This design comes from an exercise in tuning for small area on the open sky130 flow, not from production work. The RTL was checked by simulation tests, not by an equivalence proof against the original design. Power and IR drop assume default switching activity. The flow treats the clock pin as an ideal source, which a real chip does not have.

job 101:
## ru5102_crc
module ru5102_crc (
    input  wire        clk,
    input  wire        rst,
    input  wire        h_valid,
    output wire        h_ready,
    input  wire [15:0] h_cmd,
    output reg  [1:0]  h_rcode,
    output reg  [15:0] h_rdata,
    output wire        tx_valid,
    input  wire        tx_ready,
    output wire [7:0]  tx_data,
    input  wire        rx_valid,
    output wire        rx_ready,
    input  wire [7:0]  rx_data,
    input  wire        io_err,
    output wire        busy,
    output wire        done
);
For scale: roughly 2800 cells after synthesis, roughly 2100 flip-flops, about 0.046 mm2 of cells after synthesis.
clock: 15.0 ns
lec_check: 0
abc_area: 0
cap_margin: 20
core_margin: 2
core_utilization: 55
place_density: 0.85
slew_margin: 20
standard.sh (not shown) runs the stock make flow with config.mk's settings and CLKGATE_MAP_FILE= SYNTH_SCRIPT=/design/flow/synth_recipe.tcl, a recipe that flattens the netlist after the stock synthesis.
==> flow/flow/run.sh <==
#!/bin/bash
# Standard ORFS layout (the standard.sh) with three changes:
#  - synthesis is the standard script with an area-oriented abc script
#    (flow/synth.tcl, flow/area.abc);
#  - the port buffers are buf_1 cells;
#  - the clock tree uses clkbuf_16 leaf buffers on clusters of at most 34
#    sinks within 80 um, without dummy loads.
# make's output goes to flow_make.log; each ORFS step keeps its own log under
# orfs/logs.
set -euo pipefail
W=$(pwd)
export FLOW_ABC_SCRIPT=$W/flow/area.abc
export FLOW_STD_SYNTH=$W/synth_recipe.tcl
CTS="-sink_clustering_enable -repair_clock_nets -sink_clustering_size 35 -sink_clustering_max_diameter 80 -buf_list sky130_fd_sc_hd__clkbuf_16 -dont_use_dummy_load"
bash standard.sh finish \
  "SYNTH_SCRIPT=$W/flow/synth.tcl" \
  "BUFFER_PORTS_ARGS=-buffer_cell sky130_fd_sc_hd__buf_1" \
  "CTS_ARGS=$CTS" > flow_make.log 2>&1
==> flow/flow/area.abc <==
strash
dch
amap
strash
dch
amap
topo
==> flow/flow/synth.tcl <==
# The standard synthesis (synth_recipe.tcl in the work folder), with one
# change: abc maps the logic with an area-oriented script (flow/area.abc)
# instead of ORFS's. Registers are mapped before abc and are not touched by it.
proc abc {args} {
  set i [lsearch $args -script]
  if {$i >= 0} { lset args [expr {$i + 1}] $::env(FLOW_ABC_SCRIPT) }
  yosys abc {*}$args
}
source $::env(FLOW_STD_SYNTH)
Job 101 finished all stages; the layout is clean.
The following lists how job 102 was set up differently from job 101:
- CORE_UTILIZATION: 55 -> 65
- PLACE_DENSITY: 0.85 -> 0.9
diff --git a/flow/flow/run.sh b/flow/flow/run.sh
--- a/flow/flow/run.sh
+++ b/flow/flow/run.sh
@@ -13,3 +13,3 @@
 export FLOW_STD_SYNTH=$W/synth_recipe.tcl
-CTS="-sink_clustering_enable -repair_clock_nets -sink_clustering_size 35 -sink_clustering_max_diameter 80 -buf_list sky130_fd_sc_hd__clkbuf_16 -dont_use_dummy_load"
+CTS="-sink_clustering_enable -repair_clock_nets -sink_clustering_size 34 -sink_clustering_max_diameter 80 -buf_list sky130_fd_sc_hd__clkbuf_16 -dont_use_dummy_load"
 bash standard.sh finish \
Notes after the runs:
Job 102 ended up with sky130_fd_sc_hd__nor4_2 as its master of the slowest instance on the critical path; job 101 ended up with sky130_fd_sc_hd__buf_1.
Job 102: done, clean on timing, DRC and antenna
Transition at the pin with the smallest max-transition slack in job 102 is 0.070 ns above job 101.
Job 102 vs. job 101: die span in x went down by 23 um.
Layout-stage area growth over the synthesis result (higher): job 101
Job 102 ended up with idx[0] as its end point of the critical path; job 101 ended up with h_ready.
Changes in job 103 relative to job 102:
- CORE_UTILIZATION: 65 -> 55
- PLACE_DENSITY: 0.9 -> 0.85
Notes after the runs:
Job 103: full flow OK, the timing, DRC and antenna checks passed. Job 103 vs. job 102: detailed-routing iteration count for the pre-antenna-repair pass has decreased; fmax has decreased. Maximum cell stage delay along the critical path (higher): job 102. Compared with job 102, vertical die dimension in job 103 increased by a little under 10%. Job 103 vs. job 102: wire length of the first global-routing pass down about 9%; final period demand of the worst path up 0.054 ns; first-iteration DRC count down 815; clock latency on the worst-skew pair down 0.02 ns; post-route total power flat. Any difference in proportion of final cell area spent on non-clock buffers between job 102 and job 103 is small enough to ignore. met1 routed wirelength after detailed routing shrinks slightly when moving from job 102 to job 103.
The inputs of job 104 differ from those of job 103 as listed below.
- swapping 0.85 for 0.65 in PLACE_DENSITY
diff --git a/flow/flow/run.sh b/flow/flow/run.sh
--- a/flow/flow/run.sh
+++ b/flow/flow/run.sh
@@ -13,3 +13,3 @@
 export FLOW_STD_SYNTH=$W/synth_recipe.tcl
-CTS="-sink_clustering_enable -repair_clock_nets -sink_clustering_size 34 -sink_clustering_max_diameter 80 -buf_list sky130_fd_sc_hd__clkbuf_16 -dont_use_dummy_load"
+CTS="-sink_clustering_enable -repair_clock_nets -sink_clustering_size 34 -sink_clustering_max_diameter 80 -buf_list sky130_fd_sc_hd__clkbuf_16 -dont_use_dummy_load -distance_between_buffers 1000 -branching_point_buffers_distance 1000"
 bash standard.sh finish \
### Flow results
Count of clock-net buffers in the final layout: job 104 vs job 103 up about 2.6%. Re synthesized area divided by synthesized cell count: no difference whatsoever between job 104 and job 103. Against job 103, worst hold slack in job 104 came out worse. The met3 usage in global routing was comparable across job 104 and job 103. Going from job 103 to job 104, number of stages on the worst hold path held, sequential share of layout area held. Job 104: all-layer global routing usage is 0.64 points lower than what job 103 reported. Sequential cell count came out exactly the same in job 104 and job 103. From job 103 to job 104 the numbers moved as follows: clock-pin slew of the registers on the worst-case setup and hold paths level; post-route met1 wirelength moved up.
Modified inputs, job 105 compared to job 104
- PLACE_DENSITY: 0.65 -> 0.95
diff --git a/flow/flow/run.sh b/flow/flow/run.sh
--- a/flow/flow/run.sh
+++ b/flow/flow/run.sh
@@ -13,3 +13,3 @@
 export FLOW_STD_SYNTH=$W/synth_recipe.tcl
-CTS="-sink_clustering_enable -repair_clock_nets -sink_clustering_size 34 -sink_clustering_max_diameter 80 -buf_list sky130_fd_sc_hd__clkbuf_16 -dont_use_dummy_load -distance_between_buffers 1000 -branching_point_buffers_distance 1000"
+CTS="-sink_clustering_enable -repair_clock_nets -sink_clustering_size 34 -sink_clustering_max_diameter 80 -buf_list sky130_fd_sc_hd__clkbuf_16 -dont_use_dummy_load"
 bash standard.sh finish \
## What came out
Taking job 104 as the reference point, the smallest hold slack of job 105 rises by 0.031 ns. Clock buffer instance count of the final layout down about 5% in job 105 wrt job 104. Design area: job 104 vs job 105, no meaningful difference. Diff job 104 -> job 105 | count of plain and timing-repair buffers | down by a few percent. | met1 routing resource usage after global routing | job 104 vs job 105 | ≈ equal |. Between job 105 and job 104, the sequential share of layout area is lower for job 104.

try-onyx:
Another version of the RTL of ru5102_crc (not shown whole).
Size in the first run: about 2100 flip-flops, about 61 I/O pins, about 0.046 mm^2 of cells after synthesis.
Settings: LEC_CHECK=0, ABC_AREA=0, CAP_MARGIN=20, CORE_MARGIN=2, CORE_UTILIZATION=55, PLACE_DENSITY=0.65, SLEW_MARGIN=20; clock period 15.0 ns.
==> flow/flow/run.sh <==
#!/bin/bash
# Standard ORFS layout (the standard.sh) with three changes:
#  - synthesis is the standard script with an area-oriented abc script
#    (flow/synth.tcl, flow/area.abc);
#  - the port buffers are buf_1 cells;
#  - the clock tree uses clkbuf_16 leaf buffers on clusters of at most 34
#    sinks within 80 um, without dummy loads.
# make's output goes to flow_make.log; each ORFS step keeps its own log under
# orfs/logs.
set -euo pipefail
W=$(pwd)
export FLOW_ABC_SCRIPT=$W/flow/area.abc
export FLOW_STD_SYNTH=$W/synth_recipe.tcl
CTS="-sink_clustering_enable -repair_clock_nets -sink_clustering_size 37 -sink_clustering_max_diameter 80 -buf_list sky130_fd_sc_hd__clkbuf_16 -dont_use_dummy_load"
bash standard.sh finish \
  "SYNTH_SCRIPT=$W/flow/synth.tcl" \
  "BUFFER_PORTS_ARGS=-buffer_cell sky130_fd_sc_hd__buf_1" \
  "CTS_ARGS=$CTS" > flow_make.log 2>&1
Scripts as last shown in full above: flow/flow/area.abc, flow/flow/synth.tcl
try-onyx: done, clean on timing, DRC and antenna
Here is what was changed in the inputs of try-harbor compared with try-onyx.
==> flow/flow/run.sh <==
#!/bin/bash
# Standard ORFS layout (the standard.sh) with two changes: the port buffers
# are buf_1 cells, and the clock tree uses clkbuf_16 leaf buffers on clusters of
# at most 34 sinks within 80 um, without dummy loads. make's output goes to
# flow_make.log; each ORFS step keeps its own log under orfs/logs.
set -euo pipefail
CTS="-sink_clustering_enable -repair_clock_nets -sink_clustering_size 34 -sink_clustering_max_diameter 80 -buf_list sky130_fd_sc_hd__clkbuf_16 -dont_use_dummy_load"
bash standard.sh finish \
  "BUFFER_PORTS_ARGS=-buffer_cell sky130_fd_sc_hd__buf_1" \
  "CTS_ARGS=$CTS" > flow_make.log 2>&1
removed: flow/flow/area.abc
removed: flow/flow/synth.tcl
Results
Changes observed in try-harbor relative to try-onyx: routed wire length per instance lower; clock tree buffer count of the final layout rose by 4; cell internal power dissipation rose 26 uW; synthesized cell count moved up. Compared with try-onyx, try-harbor shows a lower relative contribution of combinational cells to total power. Diff try-onyx -> try-harbor | final critical-path share of the clock period | decrease of 0.76 points. The row count reported for try-harbor is greater than that of try-onyx by about 0.9%. Re design area: try-harbor and try-onyx aren't equal, and the higher value belongs to try-harbor.

## run 1
Another version of the RTL of ru5102_crc (not shown whole).
For scale: about 3200 cells after synthesis, roughly 2100 flip-flops, roughly 61 I/O pins.
clock: 15.0 ns
lec_check: 0
abc_area: 1
cap_margin: 20
core_margin: 2
core_utilization: 55
cts_buf_list: sky130_fd_sc_hd__clkbuf_16
cts_cluster_diameter: 80
cts_cluster_size: 28
place_density: 0.65
slew_margin: 20
run.sh (not shown) runs the stock make flow with config.mk's settings and CLKGATE_MAP_FILE= SYNTH_SCRIPT=/design/flow/synth_recipe.tcl, a recipe that flattens the netlist after the stock synthesis.
Stock flow here: none of the scripts above is used.
Per the final summary, run 1 finished and its layout is clean on timing, DRC and antenna.
## Diff of input files: run 2 against run 1
==> flow/flow/run.sh (new file) <==
#!/bin/bash
# Standard ORFS layout (the standard.sh) with two changes: the port buffers
# are buf_1 cells, and the clock tree uses clkbuf_16 leaf buffers on clusters of
# at most 28 sinks within 80 um, without dummy loads.
set -euo pipefail
CTS="-sink_clustering_enable -repair_clock_nets -sink_clustering_size 28 -sink_clustering_max_diameter 80 -buf_list sky130_fd_sc_hd__clkbuf_16 -dont_use_dummy_load"
bash standard.sh finish \
  "BUFFER_PORTS_ARGS=-buffer_cell sky130_fd_sc_hd__buf_1" \
  "CTS_ARGS=$CTS" > flow_make.log 2>&1
==> flow/standard.sh (new file) <==
#!/bin/bash
# synth_recipe.tcl (not shown) runs the flow's synth.tcl, then flattens the netlist and writes it again
# the make line also repeats each setting of config.mk as NAME=value (left out here)
make -C /OpenROAD-flow-scripts/flow DESIGN_CONFIG=/design/flow/config.mk WORK_HOME=/design/flow/orfs CLKGATE_MAP_FILE= SYNTH_SCRIPT=/design/flow/synth_recipe.tcl "${@:-finish}"
==> flow/config.mk <==
export PLATFORM = sky130hd
export DESIGN_NAME = ru5102_crc
export DESIGN_NICKNAME = ru5102_crc
export VERILOG_FILES = /design/flow/design.v
export SDC_FILE = /design/flow/constraint.sdc
export NUM_CORES = 4
export LEC_CHECK = 0
export ABC_AREA = 0
export CAP_MARGIN = 20
export CORE_MARGIN = 2
export CORE_UTILIZATION = 55
export PLACE_DENSITY = 0.65
export SLEW_MARGIN = 20
removed: flow/run.sh
==> comparison <==
Summary of the comparison: area after synthesis is lower in run 2, relative to run 1. Fraction of standard cell area that is sequential is higher on run 2. Between run 1 and run 2, the post-layout minimum cycle time is lower for run 2. Summary: with run 1 as the reference, multi-input gate area in the final layout in run 2 moved up by a few percent. Higher final clock period utilization by the worst path goes to run 1 over run 2. Run 2: number of antenna violations at the first check in global routing lower than run 1.
The inputs of run 3 differ from those of run 2 as listed below.
==> flow/run.sh (new file) <==
#!/bin/bash
# synth_recipe.tcl (not shown) runs the flow's synth.tcl, then flattens the netlist and writes it again
# the make line also repeats each setting of config.mk as NAME=value (left out here)
make -C /OpenROAD-flow-scripts/flow DESIGN_CONFIG=/design/flow/config.mk WORK_HOME=/design/flow/orfs CLKGATE_MAP_FILE= SYNTH_SCRIPT=/design/flow/synth_recipe.tcl finish
diff --git a/flow/config.mk b/flow/config.mk
--- a/flow/config.mk
+++ b/flow/config.mk
@@ -6,8 +6,9 @@
 export NUM_CORES = 4
 export LEC_CHECK = 0
-export ABC_AREA = 0
+export ABC_AREA = 1
 export CAP_MARGIN = 20
 export CORE_MARGIN = 2
 export CORE_UTILIZATION = 55
+export CTS_BUF_LIST = sky130_fd_sc_hd__clkbuf_4 sky130_fd_sc_hd__clkbuf_8
 export PLACE_DENSITY = 0.65
 export SLEW_MARGIN = 20
removed: flow/flow/run.sh
removed: flow/standard.sh
Results
Min number of nets produced by synthesis across run 2 and run 3: run 2. Compared run 2 against run 3; die span in x within noise. The share of the clock period used by the worst path after layout of run 3 exceeds that of run 2 by 4.3 points.

The RTL this note starts from:
==> flow/design.v <==
module ru5102_crc (
    input  wire        clk,
    input  wire        rst,
    input  wire        h_valid,
    output wire        h_ready,
    input  wire [15:0] h_cmd,
    output reg  [1:0]  h_rcode,
    output reg  [15:0] h_rdata,
    output wire        tx_valid,
    input  wire        tx_ready,
    output wire [7:0]  tx_data,
    input  wire        rx_valid,
    output wire        rx_ready,
    input  wire [7:0]  rx_data,
    input  wire        io_err,
    output wire        busy,
    output wire        done
);
    localparam [3:0] S_IDLE = 4'd0, S_SEND = 4'd1, S_ALEN = 4'd2, S_BODY = 4'd3,
                     S_VAL  = 4'd4, S_OK   = 4'd5,
                     F_IO   = 4'd6,     
                     F_COMM = 4'd7,     
                     F_PROT = 4'd8,     
                     F_PST  = 4'd9,     
                     F_UNK  = 4'd10,    
                     F_LONG = 4'd11,    
                     F_ILL  = 4'd12,    
                     F_LEN  = 4'd13,    
                     F_CRC  = 4'd14;    
    localparam [1:0] RC_OK = 2'd0, RC_REFUSED = 2'd1, RC_ILLEGAL = 2'd2, RC_RANGE = 2'd3;
    localparam integer NR = 253;
    function [15:0] crc_byte;
        input [15:0] c;
        input [7:0]  b;
        reg [7:0] x;
        begin
            x = c[7:0] ^ b;
            x = x ^ {x[3:0], 4'h0};
            crc_byte = {8'h00, c[15:8]} ^ {x, 8'h00} ^ {5'h00, x, 3'h0} ^ {12'h000, x[7:4]};
        end
    endfunction
    reg [15:0] crc;
    reg [7:0]  addr;
    reg [3:0]  st;
    reg        op1;         
    reg [7:0]  txlen;
    reg [7:0]  idx;
    reg [7:0]  rxlen;
    reg [7:0]  hold;        
    reg        tv;
    reg [7:0]  hl;          
    reg [8*NR-1:0] ring;
    wire [7:0] head = ring[8*NR-1 -: 8];
    wire [7:0] opsel   = h_cmd[15:8];
    wire [7:0] operand = h_cmd[7:0];
    wire idle   = (st == S_IDLE);
    wire send   = (st == S_SEND);
    wire alen   = (st == S_ALEN);
    wire body   = (st == S_BODY);
    wire val_ph = (st == S_VAL);
    wire p_ok   = (st == S_OK);
    wire fail   = (st >= F_IO);
    assign done = (st >= S_OK);
    assign busy = !idle;
    wire in_chan = send || alen || body;
    wire [2:0] phase = fail ? 3'd6 : st[2:0];
    reg  [2:0] res_class;
    reg  [7:0] res_cause;
    always @(*) begin
        case (st)
            F_IO:    begin res_class = 3'd1; res_cause = 8'h01; end
            F_COMM:  begin res_class = 3'd2; res_cause = 8'h02; end
            F_PROT:  begin res_class = 3'd3; res_cause = 8'h02; end
            F_PST:   begin res_class = 3'd4; res_cause = 8'h02; end
            F_UNK:   begin res_class = 3'd4; res_cause = 8'h22; end
            F_LONG:  begin res_class = 3'd4; res_cause = 8'h10; end
            F_ILL:   begin res_class = 3'd4; res_cause = 8'h11; end
            F_LEN:   begin res_class = 3'd4; res_cause = 8'h20; end
            F_CRC:   begin res_class = 3'd4; res_cause = 8'h21; end
            default: begin res_class = 3'd0; res_cause = 8'h00; end
        endcase
    end
    wire has_status = p_ok || (st >= F_COMM && st <= F_UNK);
    wire hit_idx = (hl == idx);
    wire hit_op  = (hl == operand);
    wire hit2    = (hl == 8'd2);
    wire hit3    = (hl == 8'd3);
    wire idx_end = (idx[7:1] == 7'h7F);      
    wire s_init  = (opsel == 8'h01);
    wire s_upd   = (opsel == 8'h02);
    wire s_crd   = (opsel == 8'h03);
    wire s_addr  = (opsel == 8'h10);
    wire s_clr   = (opsel == 8'h11);
    wire s_push  = (opsel == 8'h12);
    wire s_start = (opsel == 8'h13);
    wire s_ack   = (opsel == 8'h14);
    wire s_rph   = (opsel == 8'h20);
    wire s_rres  = (opsel == 8'h21);
    wire s_rst   = (opsel == 8'h22);
    wire s_radr  = (opsel == 8'h23);
    wire s_rrxl  = (opsel == 8'h24);
    wire s_rtxl  = (opsel == 8'h25);
    wire s_rrsp  = (opsel == 8'h26);
    wire err_ev = io_err && in_chan;
    wire tx_ev  = tv && tx_ready;
    assign rx_ready = alen || (body && (hit_idx || idx_end));
    wire rx_ev  = rx_valid && rx_ready;
    wire rsp_noslot = (operand == 8'd0) || (operand[7:1] == 7'h7F);
    wire wait_ok = s_push  ? (hit_idx || idx_end || !idle) :
                   s_start ? hit2 :
                   s_rst   ? hit3 :
                   s_rrsp  ? (hit_op || rsp_noslot) : 1'b1;
    assign h_ready  = !val_ph && wait_ok && !err_ev && !tx_ev && !(rx_valid && rx_ready);
    assign tx_valid = tv;
    wire host_ev = h_valid && h_ready;
    wire h_idle  = host_ev && idle;
    wire [7:0] idx_inc = idx + 8'd1;
    wire [7:0] inb     = idle ? operand : rx_data;
    wire [7:0] crc_in  = send ? tx_data : inb;
    wire [15:0] crc_nx = crc_byte(crc, crc_in);
    wire eq_len  = (idx == rxlen);
    wire eq_len1 = (idx_inc == rxlen);
    wire tx_last = tx_ev && eq_len;
    wire op_legal = (operand == 8'h01) || (operand == 8'h02) || (operand == 8'h03) ||
                    (operand == 8'h05) || (operand == 8'h21);
    wire start_ev = h_idle && s_start;
    wire start_ok = start_ev && op_legal && (idx != 8'd255);
    wire wr = (h_idle && ((s_push && !idx_end) || s_start)) || (rx_ev && body && !idx_end);
    always @(posedge clk)
        ring <= {ring[8*NR-9:0], wr ? inb : head};
    always @(posedge clk) begin
        if (rst)
            hl <= 8'd1;
        else if (hl >= 8'd43)
            hl <= hl - 8'd42;
        else
            hl <= hl + 8'd211;
    end
    reg [3:0] st_code;
    always @(*) begin
        case (head)
            8'h00, 8'h01, 8'h02, 8'h03:                      st_code = S_OK;
            8'hFA:                                           st_code = F_COMM;
            8'hFB:                                           st_code = op1 ? S_OK : F_COMM;
            8'h05, 8'h09, 8'h0A, 8'h0B:                      st_code = F_PROT;
            8'hFD, 8'hFE, 8'hFF, 8'h10, 8'h11, 8'h12, 8'hF9: st_code = F_PST;
            default:                                         st_code = F_UNK;
        endcase
    end
    always @(posedge clk) begin
        if (rst)
            st <= S_IDLE;
        else if (err_ev)
            st <= F_IO;
        else if (tx_last)
            st <= S_ALEN;
        else if (rx_ev && alen)
            st <= (rx_data == 8'd0) ? S_VAL : S_BODY;
        else if (rx_ev && eq_len)
            st <= S_VAL;
        else if (val_ph && hit3)
            st <= (rxlen < 8'd5) ? F_LEN : (crc != 16'h0000) ? F_CRC : st_code;
        else if (start_ev)
            st <= !op_legal ? F_ILL : (idx == 8'd255) ? F_LONG : S_SEND;
        else if (host_ev && s_ack && done)
            st <= S_IDLE;
    end
    always @(posedge clk) begin
        if (rst || tx_last || (h_idle && (s_init || s_start)) || (host_ev && s_ack && done))
            crc <= 16'hFFFF;
        else if (tx_ev || rx_ev || (h_idle && s_upd))
            crc <= crc_nx;
    end
    always @(posedge clk) begin
        if (rst)
            addr <= 8'h00;
        else if (h_idle && s_addr)
            addr <= operand;
    end
    always @(posedge clk)
        if (start_ev)
            op1 <= (operand == 8'h01);
    always @(posedge clk) begin
        if (rst || (h_idle && s_clr) || (host_ev && s_ack && done)) begin
            txlen <= 8'd0;
            idx   <= 8'd3;
        end else if (h_idle && s_push && idx != 8'd255) begin
            txlen <= txlen + 8'd1;
            idx   <= idx_inc;
        end else if (start_ok) begin
            idx <= 8'd0;
        end else if (rx_ev && alen) begin
            idx <= 8'd1;
        end else if (tx_ev || rx_ev) begin
            idx <= idx_inc;
        end
    end
    always @(posedge clk) begin
        if (start_ok)
            rxlen <= idx_inc;              
        else if (rx_ev && alen)
            rxlen <= rx_data;
    end
    wire tx_crc = eq_len || eq_len1;
    assign tx_data = (idx == 8'd0) ? rxlen :
                     (idx == 8'd1) ? addr :
                     tx_crc        ? crc[7:0] : hold;
    always @(posedge clk) begin
        if (rst || err_ev || tx_ev)
            tv <= 1'b0;
        else if (start_ok || (send && !tv && (idx == 8'd1 || tx_crc || hit_idx)))
            tv <= 1'b1;
    end
    always @(posedge clk)
        if (send && !tv && hit_idx)
            hold <= head;
    wire rsp_range = ({1'b0, operand} + 9'd2 > {1'b0, rxlen});
    wire grp_idle  = s_init || s_upd || s_crd || s_addr || s_clr || s_push || s_start;
    wire legal_sel = grp_idle || s_ack || s_rph || s_rres || s_rst || s_radr || s_rrxl ||
                     s_rtxl || s_rrsp;
    wire refused   = (grp_idle && !idle) || ((s_ack || s_rst) && !done) ||
                     ((s_rrxl || s_rrsp) && !p_ok);
    wire range_err = s_rrsp && p_ok && rsp_range;
    wire rsp_ok    = s_rrsp && p_ok && !rsp_range;
    wire rd_crc    = s_crd && idle;
    wire rd_head   = (s_rst && done && has_status) || (rsp_ok && operand != 8'd0);
    wire rd_rxlen  = (s_rrxl && p_ok) || (rsp_ok && operand == 8'd0);
    wire [15:0] ans =
        ({16{rd_crc}} & crc) |
        {5'd0, {3{s_rres}} & res_class, {8{s_rres}} & res_cause} |
        {13'd0, {3{s_rph}} & phase} |
        {8'd0, ({8{rd_head}} & head) | ({8{s_radr}} & addr) |
               ({8{rd_rxlen}} & rxlen) | ({8{s_rtxl}} & txlen)};
    always @(posedge clk) begin
        if (host_ev) begin
            h_rcode <= {!legal_sel || range_err, refused || range_err};
            h_rdata <= ans;
        end
    end
endmodule
==> flow/config.mk <==
export PLATFORM = sky130hd
export DESIGN_NAME = ru5102_crc
export DESIGN_NICKNAME = ru5102_crc
export VERILOG_FILES = /design/flow/design.v
export SDC_FILE = /design/flow/constraint.sdc
export NUM_CORES = 4
export LEC_CHECK = 0
export ABC_AREA = 0
export CAP_MARGIN = 20
export CORE_MARGIN = 2
export CORE_UTILIZATION = 55
export PLACE_DENSITY = 0.65
export SLEW_MARGIN = 20
==> flow/constraint.sdc <==
create_clock -name core_clock -period 15.0 [get_ports {clk}]
set_input_delay 3.0000 -clock core_clock [delete_from_list [all_inputs] [get_ports {clk}]]
set_output_delay 3.0000 -clock core_clock [all_outputs]
set_load 0.01 [all_outputs]
standard.sh (not shown) runs the stock make flow with config.mk's settings and CLKGATE_MAP_FILE= SYNTH_SCRIPT=/design/flow/synth_recipe.tcl, a recipe that flattens the netlist after the stock synthesis.
==> flow/flow/run.sh <==
#!/bin/bash
# Standard ORFS layout (the standard.sh) with two changes: the port buffers
# are buf_1 cells, and the clock tree uses clkbuf_16 leaf buffers on clusters of
# at most 28 sinks within 80 um, without dummy loads.
set -euo pipefail
CTS="-sink_clustering_enable -repair_clock_nets -sink_clustering_size 36 -sink_clustering_max_diameter 60 -buf_list sky130_fd_sc_hd__clkbuf_16 -dont_use_dummy_load"
bash standard.sh finish \
  "BUFFER_PORTS_ARGS=-buffer_cell sky130_fd_sc_hd__buf_1" \
  "CTS_ARGS=$CTS" > flow_make.log 2>&1
==> next run, changes <==
--- a/flow/flow/run.sh
+++ b/flow/flow/run.sh
@@ -5,3 +5,3 @@
 set -euo pipefail
-CTS="-sink_clustering_enable -repair_clock_nets -sink_clustering_size 36 -sink_clustering_max_diameter 60 -buf_list sky130_fd_sc_hd__clkbuf_16 -dont_use_dummy_load"
+CTS="-sink_clustering_enable -repair_clock_nets -sink_clustering_size 34 -sink_clustering_max_diameter 80 -buf_list sky130_fd_sc_hd__clkbuf_16 -dont_use_dummy_load"
 bash standard.sh finish \
Result: Critical path depth is unchanged. Via count is about the same. Hold slack is better by 0.040 ns. Final area falls slightly. Core utilization decreases by 0.56 points. Power decreases by a few percent. Global-route usage hardly moves. Worst setup slack gets better by 0.016 ns. Register-to-register slack gets better by 0.08 ns. Non-clock buffer count is unchanged. Die area stays the same.
==> next run, changes <==
==> flow/flow/run.sh (replaced) <==
#!/bin/bash
# Standard ORFS layout (the standard.sh) with three changes:
#  - synthesis is the standard script with an area-oriented abc script
#    (flow/synth.tcl, flow/area.abc);
#  - the port buffers are buf_1 cells;
#  - the clock tree uses clkbuf_16 leaf buffers on clusters of at most 34
#    sinks within 80 um, without dummy loads.
# make's output goes to flow_make.log; each ORFS step keeps its own log under
# orfs/logs.
set -euo pipefail
W=$(pwd)
export FLOW_ABC_SCRIPT=$W/flow/area.abc
export FLOW_STD_SYNTH=$W/synth_recipe.tcl
CTS="-sink_clustering_enable -repair_clock_nets -sink_clustering_size 34 -sink_clustering_max_diameter 80 -buf_list sky130_fd_sc_hd__clkbuf_16 -dont_use_dummy_load"
bash standard.sh finish \
  "SYNTH_SCRIPT=$W/flow/synth.tcl" \
  "BUFFER_PORTS_ARGS=-buffer_cell sky130_fd_sc_hd__buf_1" \
  "CTS_ARGS=$CTS" > flow_make.log 2>&1
==> flow/flow/area.abc (new file) <==
strash
dch
amap
strash
dch
amap
topo
==> flow/flow/synth.tcl (new file) <==
# The standard synthesis (synth_recipe.tcl in the work folder), with one
# change: abc maps the logic with an area-oriented script (flow/area.abc)
# instead of ORFS's. Registers are mapped before abc and are not touched by it.
proc abc {args} {
  set i [lsearch $args -script]
  if {$i >= 0} { lset args [expr {$i + 1}] $::env(FLOW_ABC_SCRIPT) }
  yosys abc {*}$args
}
source $::env(FLOW_STD_SYNTH)
The new run finished with timing, DRC and antenna clean.
Combinational power increases by 27%.
Critical path depth increases by 1.
Sequential power increases by about 0.9%.
Cell count decreases by about 1.5%.
Final area decreases by about 1.7%.
Via count increases by 0.52%.
Non-clock buffer count decreases by 1.
Routed wire length increases by about 8%.
Setup slack is worse by 0.11 ns.
Worst hold slack is better by 0.046 ns.

-- port drivers added, routing unchanged --
How much do the figures lean on ideal ports? The routed layouts below were timed once more, with nothing changed but the port constraints. Step 1 sets driving cells, clkbuf_16 on the clock port and buf_2 on the other inputs (assumed; they add their load-dependent delay and slew). Step 2 moves the port delays by t, midway between the first and last clock arrival at a register: inputs arrive t later, outputs are due t later. That takes back most of the time a late clock gives input paths. Three values: ideal, step 1, step 2; two values: the first two.
run	shift t [ns]	setup slack, ns	slew at the worst register clock pin (ns)	worst slew at a driven data input, ns	pins driven straight from the clock port
job 101	0.686	6.687 / 6.654 / 6.654	0.13 / 0.13	0.07	1
job 102	0.676	6.705 / 6.742 / 6.066	0.12 / 0.12	0.08	1
job 103	0.679	6.651 / 6.618 / 6.618	0.12 / 0.12	0.07	1
job 104	0.673	6.651 / 6.621 / 6.474	0.12 / 0.12	0.05	1
job 105	0.678	6.805 / 6.775 / 6.680	0.12 / 0.12	0.09	1
try-onyx	0.653	6.799 / 6.776 / 6.452	0.12 / 0.12	0.04	1
try-harbor	0.671	6.913 / 6.888 / 6.888	0.12 / 0.12	0.06	1
run 1	0.732	5.914 / 5.889 / 5.889	0.12 / 0.12	0.04	1
run 2	0.672	6.548 / 6.520 / 6.520	0.10 / 0.10	0.06	1
run 3	0.916	5.907 / 5.883 / 5.883	0.09 / 0.09	0.04	1
the first run of note 4	0.670	6.896 / 6.871 / 6.871	0.12 / 0.12	0.06	1
the second run of note 4	0.671	6.913 / 6.888 / 6.888	0.12 / 0.12	0.06	1
the third run of note 4	0.667	6.799 / 6.776 / 6.422	0.12 / 0.12	0.04	1
After both steps setup and hold are still met in every run listed. For job 102, which loses most, drivers alone change the setup slack by +0.037 ns; drivers and shift together by -0.639 ns.
